This design comes from an exercise in tuning for small area and a short achievable clock period on the open sky130 flow, not from production work. Only simulation tests tie the RTL to the original design; equivalence was not proved.

<file path="flow/constraint.sdc">
create_clock -name core_clock -period 15.0 [get_ports {clk}]
set_input_delay 3.0000 -clock core_clock [delete_from_list [all_inputs] [get_ports {clk}]]
set_output_delay 3.0000 -clock core_clock [all_outputs]
set_load 0.01 [all_outputs]
</file>
<file path="flow/config.mk">
export PLATFORM = sky130hd
export DESIGN_NAME = rlwe_rec
export DESIGN_NICKNAME = rlwe_rec
export VERILOG_FILES = /design/flow/design.v
export SDC_FILE = /design/flow/constraint.sdc
export NUM_CORES = 4
export LEC_CHECK = 0
export CAP_MARGIN = 20
export CORE_MARGIN = 2
export CORE_UTILIZATION = 40
export SLEW_MARGIN = 20
</file>
<file path="flow/run.sh">
#!/bin/bash
# synth_recipe.tcl (not shown) runs the flow's synth.tcl, then flattens the netlist and writes it again
# the make line also repeats each setting of config.mk as NAME=value (left out here)
make -C /OpenROAD-flow-scripts/flow DESIGN_CONFIG=/design/flow/config.mk WORK_HOME=/design/flow/orfs CLKGATE_MAP_FILE= SYNTH_SCRIPT=/design/flow/synth_recipe.tcl finish
</file>
<file path="flow/design.v">
module rlwe_rec (
    input  wire         clk,
    input  wire         rst,         
    input  wire         in_valid,
    input  wire         in_mode,     
    input  wire [127:0] in_x,        
    input  wire         in_bit,      
    input  wire [7:0]   in_r,        
    output reg          out_valid,
    output reg  [7:0]   out_r,       
    output reg          out_key      
);
    integer j;
    reg         s0_valid;
    reg         s0_mode;
    reg         s0_bit;
    reg [7:0]   s0_r;
    reg [16:0]  s0_x  [0:3];
    reg [3:0]   s0_ovf;
    always @(posedge clk) begin
        if (rst)
            s0_valid <= 1'b0;
        else
            s0_valid <= in_valid;
        s0_mode <= in_mode;
        s0_bit  <= in_bit;
        s0_r    <= in_r;
        for (j = 0; j < 4; j = j + 1) begin
            s0_x[j]   <= {in_x[32*j+31], in_x[32*j +: 16]};
            s0_ovf[j] <= ~((in_x[32*j+16 +: 16] == 16'h0000) |
                           (in_x[32*j+16 +: 16] == 16'hffff));
        end
    end
    wire              hr = ~s0_mode;       
    wire              bh = s0_bit & hr;    
    wire [3:0]        k    [0:3];
    wire signed [5:0] p    [0:3];
    wire              g    [0:3];          
    wire [5:0]        y    [0:3];          
    wire              big  [0:3];
    wire [2:0]        v0   [0:3];
    wire [1:0]        v1   [0:3];
    wire [8:0]        u    [0:3];          
    genvar gi;
    generate
        for (gi = 0; gi < 4; gi = gi + 1) begin : co
            if (gi < 3) begin : kk
                assign k[gi] = {1'b0, s0_r[2*gi +: 2], 1'b0} + {2'b0, s0_r[7:6]};
            end else begin : kk
                assign k[gi] = {2'b0, s0_r[7:6]};
            end
            rlwe_coef u_coef (
                .x(s0_x[gi]), .ovf(s0_ovf[gi]), .hr(hr), .bh(bh), .k(k[gi]),
                .p(p[gi]), .g(g[gi]), .y(y[gi]), .big(big[gi]),
                .v0(v0[gi]), .v1(v1[gi]), .u(u[gi])
            );
        end
    endgenerate
    reg        [10:0] U;                   
    reg        [2:0]  ng;                  
    reg signed [7:0]  Y;                   
    reg signed [7:0]  P;                   
    reg signed [4:0]  F;
    reg        [13:0] C;
    reg signed [17:0] lhs;
    reg               ovf;
    reg               anybig;
    reg               ok;
    reg               hbig;
    reg        [1:0]  c    [0:3];
    reg        [7:0]  hint;
    reg               key;
    integer           jj;
    always @(*) begin
        ovf    = |s0_ovf;
        U      = {2'b00, u[0]} + {2'b00, u[1]} + {2'b00, u[2]} + {2'b00, u[3]};
        ng     = g[0] + g[1] + g[2] + g[3];
        Y      = $signed(y[0]) + $signed(y[1]) + $signed(y[2]) + $signed(y[3]);
        anybig = big[0] | big[1] | big[2] | big[3];
        P      = (g[0] ? -p[0] : p[0]) + (g[1] ? -p[1] : p[1])
               + (g[2] ? -p[2] : p[2]) + (g[3] ? -p[3] : p[3]);
        if (hr) begin
            F = (P + 8'sd1) >>> 3;
            C = 14'd3072 + {12'd0, bh, 1'b0};       
        end else begin
            F = P >>> 3;
            C = 14'd12289;                           
        end
        lhs  = $signed({7'd0, U}) + $signed({Y[7], Y[7], Y, 9'd0}) + $signed({15'd0, ng})
             + (bh ? $signed({15'd0, ng}) : 18'sd0) - F;
        ok   = ~anybig & (lhs <= $signed({4'b0000, C}));
        hbig = ovf | ~ok;
        key  = ~ovf & ok;
        for (jj = 0; jj < 4; jj = jj + 1)
            c[jj] = hbig ? v1[jj] : v0[jj][1:0];
        hint[1:0] = c[0] - c[3];
        hint[3:2] = c[1] - c[3];
        hint[5:4] = c[2] - c[3];
        hint[7:6] = {c[3][0], 1'b0} + {1'b0, hbig};
    end
    always @(posedge clk) begin
        if (rst)
            out_valid <= 1'b0;
        else
            out_valid <= s0_valid;
        out_r   <= s0_mode ? 8'd0 : hint;
        out_key <= s0_mode ? key : 1'b0;
    end
endmodule
module rlwe_coef (
    input  wire [16:0]       x,        
    input  wire              ovf,      
    input  wire              hr,       
    input  wire              bh,       
    input  wire [3:0]        k,        
    output reg  signed [5:0] p,
    output reg               g,
    output reg  [5:0]        y,
    output reg               big,
    output reg  [2:0]        v0,
    output reg  [1:0]        v1,
    output reg  [8:0]        u
);
    integer cc;
    function lo_ge;
        input signed [6:0] v;
        input [8:0] xl;
        begin
            if (v <= 0)
                lo_ge = 1'b1;
            else if (v <= 8)
                lo_ge = xl != 9'd0;
            else if (v <= 16)
                lo_ge = xl[8:1] != 8'd0;
            else
                lo_ge = (xl[8:2] != 7'd0) | (xl[1:0] == 2'd3);
        end
    endfunction
    function ge;
        input signed [8:0] th;
        input [8:0] xl;
        input [3:0] o;
        input signed [4:0] c;
        begin
            ge = (th > 3 * c) |
                 ((th == 3 * c) & lo_ge($signed({{2{c[4]}}, c}) + $signed({3'd0, o}), xl));
        end
    endfunction
    reg signed [7:0] xh;
    reg        [8:0] xl;
    reg        [3:0] o;
    reg signed [8:0] th;
    reg        [3:0] rg;
    reg signed [1:0] s;
    reg signed [5:0] cm;       
    reg signed [8:0] e;
    always @(*) begin
        xh = x[16:9];
        xl = x[8:0];
        if (hr) begin
            o  = {1'b0, bh, 2'b00};
            th = xh;
            rg = 4'd0;
            for (cc = 0; cc < 9; cc = cc + 1)
                rg = rg + ge(th, xl, o, cc);
            p  = {1'b0, rg[3:1], 1'b0};
            g  = ~rg[0];
            cm = $signed({2'd0, rg[3:1], 1'b0}) * 3;
            v0 = rg[3:1];
            if (rg == 4'd0)
                v1 = 2'd0;
            else if (rg >= 4'd7)
                v1 = 2'd3;
            else
                v1 = rg[2:1] - {1'b0, ~rg[0]};
        end else begin
            o  = k;
            th = xh - $signed({3'd0, k, 1'b0}) - $signed({4'd0, k});
            if (ge(th, xl, o, 4))
                s = 2'sd1;
            else if (ge(th, xl, o, -4))
                s = 2'sd0;
            else
                s = -2'sd1;
            p  = $signed({2'd0, k}) + $signed({s, 3'd0});
            g  = ~ge(th, xl, o, $signed({s, 3'd0}));
            cm = (s == 2'sd1) ? 6'sd24 : (s == -2'sd1) ? -6'sd24 : 6'sd0;
            v0 = 3'd0;
            v1 = 2'd0;
        end
        if (ovf) begin
            v0 = x[16] ? 3'd0 : 3'd4;
            v1 = x[16] ? 2'd0 : 2'd3;
        end
        e   = th - cm;                  
        y   = e[5:0] ^ {6{g}};
        big = ($signed(e ^ {9{g}}) >= 9'sd25);
        u   = xl ^ {9{g}};
    end
endmodule
</file>
==> run notes <==
==> cells in the mapped netlist (16+ instances only) <==
library cell	instances	area share, %
ha_1	250	21
inv_1	186	4.7
nor2_1	118	3.0
a21oi_1	108	3.7
nand2_1	103	2.6
xnor2_1	97	5.8
dfxtp_1	93	13
fa_1	88	12
o21ai_0	83	2.8
xor2_1	67	4.0
clkbuf_1	38	0.97
nand4_1	35	1.5
a21o_1	34	1.7
nor4_1	33	1.4
a31oi_1	30	1.3
nor3_1	29	0.99
nor2b_1	24	1.0
nand3_1	22	0.75
o21a_1	22	1.1
mux2i_1	21	1.4
nand2b_1	16	0.68
==> state kept, by name, indices dropped and copies added (netlist names), 4 cells and up <==
register,flops
out_r,8
s0_r,8
s0_ovf,4
s0_x,68
==> stage by stage <==
step	utilization, %
after CTS	47.0
after detailed placement	46.1
after global routing	47.7
after global placement	46.1
final	47.7
after floorplan	-
==> area by class of cell <==
class | count | area [sq um] | share of cell area, %
clock inverters | 5 | 82.6 | 0.475
well taps | 468 | 586 | 3.37
repair buffers | 186 | 1780 | 10.2
multi-input cells | 1422 | 12100 | 69.7
flip-flops and latches | 93 | 1870 | 10.8
inverters | 188 | 713 | 4.10
clock buffers | 10 | 239 | 1.37
==> worst min path at each step <==
stage | end | slack, ps | cells after the start
2_1_floorplan | out_valid$_SDFF_PP0_ | 410 | 1
3_5_place_dp | out_valid$_SDFF_PP0_ | 430 | 1
4_1_cts | out_valid$_SDFF_PP0_ | 450 | 1
6_report | out_valid$_SDFF_PP0_ | 440 | 1
5_1_grt | out_valid$_SDFF_PP0_ | 450 | 1
3_3_place_gp | out_valid$_SDFF_PP0_ | 420 | 1
==> critical path: cells and delay by family (launching register included) <==
kind,cells,cell delay [ps]
adder cells (fa/ha/maj),14,5030
AND/OR/NAND/NOR,14,2480
flip-flops,1,380
multiplexers,4,680
buffers and inverters,7,790
XOR/XNOR,8,1270
AO/OA/AOI/OAI,17,3520
==> kinds of logic (layout without fill, tap and decap cells) <==
group,Yosys count,after routing,synth area share [%]
flops,93,93,12.7
buf+inv,241,389,6.22
fa+ha+maj,340,340,33.4
compound gates,416,416,19.0
simple gates,465,465,16.3
xor+xnor,165,165,9.91
mux,36,36,2.59
==> metal layers <==
| layer | track usage (%) | up-vias |
|---|---|---|
| met1 | 28.0 | 6112 |
| met5 | 0 | - |
| met4 | 4.97 | 0 |
| li1 | - | 6491 |
| met3 | 2.87 | 29 |
| met2 | 36.2 | 252 |
==> repair_timing <==
item | CTS | global route
setup buffers | 2 | 12
resized for setup | 3 | 34
endpoints found under the setup margin | 3 | 6
pin swaps | 1 | 8
==> flow_metrics.tcl <==
set metrics [dict create \
    status "complete, no violations" \
    synth_area_per_cell_sq_um 8.38 \
    wl_met3_microns 1510 \
    die_h_microns 196 \
    wl_per_cell_microns 17.2 \
    gp_congestion 0.848 \
    ys_async_sr_fraction_pct 0 \
    rrSetupSlack_ps 740 \
    grt_pass1_vias 12600 \
    fin_crit_ps 14260 \
    final_cells 2372 \
    worstMarginPinSlew_ps 913 \
    dr.max_layer_used "met4" \
    clkLatencyLatePin_ps 380 \
    fmax_mhz 70.1 \
    worstHoldPathType "reg -> reg" \
    cts.htree.levels 3 \
    syn-num-nets 2235 \
    ant_nets 0 \
    ys_ff_latch 93 \
    grt_pass1_wl_microns 64200 \
    via_count 12900 \
    die_x_microns 196 \
    cpPeakStageDelay_ps 550 \
    r2r-start "s0_r[7]$_DFF_P_" \
    hold_violations 0 \
    synth_warnings 6 \
    setup_ws_ps 741 \
    final_common_cell "ha_1" \
    r2r_end "out_r[5]$_SDFF_PP0_" \
    grt_overflow 0 \
    syn_area_sq_mm 0.0147 \
    cts_made_buffers 9 \
    cp_slowest_cell "fa_1" \
    final_cell_mix "247 x ha_1, 186 x inv_1, 150 x clkdlybuf4s50_1, 118 x nor2_1, 108 x a21oi_1" \
    place_area_sq_mm 0.0168 \
    wl_met1_microns 19200 \
    hold_buffers 0 \
    totalWireLength_microns 40900 \
    holdWs_ps 441 \
    drive_gt1_share_pct 6.78 \
    core_area_sq_mm 0.0364 \
    period_share_pct 95.1 \
    clk_path_buf_depth 2 \
    slew_headroom_pct 38.3 \
    r2r_cells 64 \
    critPathLaunch "s0_r[7]$_DFF_P_" \
    antenna_found_initial 0 \
    clkTransAtPathRegs_ps 70 \
    slew_viol_final 0 \
    cts_sinks 93 \
    cts-root-buf "clkbuf_16" \
    finalSetupTns_ps 0 \
    drv_cap 0 \
    synth_edf_count 0 \
    first_iter_violations 822 \
    hpwl_microns 33700 \
    cp.arrival_ps 14570 \
    place_ws_ps -261 \
    drc 0 \
    vias_per_cell 5.43 \
    synth_cell_type_count 94 \
    grtUsageTotal_pct 21.1 \
    crit_fanout 16 \
    cp_common_cell "ha_1" \
    area_growth_pct 18.2 \
    met2_length_microns 19600 \
    io_buffers 150 \
    dp_cells 2343 \
    rows 70 \
    start_util_pct 40.4 \
    synth-main-ff-cell "dfxtp_1" \
    required_ps 15310 \
    syn_inst 1756 \
    yosysSeqAreaShare_pct 12.7 \
    tritoncts "yes" \
    grt_max_degree 60 \
    cp-end-kind "flop" \
    hold_start "s0_valid$_SDFF_PP0_" \
    first_pass_iters 6 \
    path_class "reg -> reg" \
    fin_area_sq_mm 0.0174 \
    antennaDiodeCount 0 \
    finalClockSkew_ps 6.35 \
    final_nets 2379 \
    dieArea_sq_mm 0.0383 \
    startpoint_type "flop" \
    setup_violations 0 \
    fill_cells 3559 \
    io_pins 151 \
    crit_path_end "out_r[5]$_SDFF_PP0_" \
]

afterwards: timing with drivers on the ports:
How much do the figures lean on ideal ports? The routed layout below was timed once more, with nothing changed but the port constraints. Step 1 (the two cells are an assumption about what drives the block):
set clk [get_ports {clk}]
set_driving_cell -lib_cell sky130_fd_sc_hd__clkbuf_16 $clk
set_driving_cell -lib_cell sky130_fd_sc_hd__buf_2 [delete_from_list [all_inputs] $clk]
Step 2 adds t to the input delays and takes it off the output delays; t is the mean of the earliest and latest rising clock arrival at the registers after step 1. Input paths then give back, and output paths get back, about the clock's delay inside the block. Slacks: ideal / step 1 / step 2; pairs: ideal / step 1.
shift t [ns]: 0.432
setup WS [ns]: 0.741 / 0.741 / 0.741
worst setup path after step 2: register to register
worst data-port slew with drivers (ns): 0.04
cell pins on the clock port's net: 1
After both steps this run still meets setup and hold. For this run, drivers alone change the setup slack by 0.000 ns; drivers and shift together by 0.000 ns.
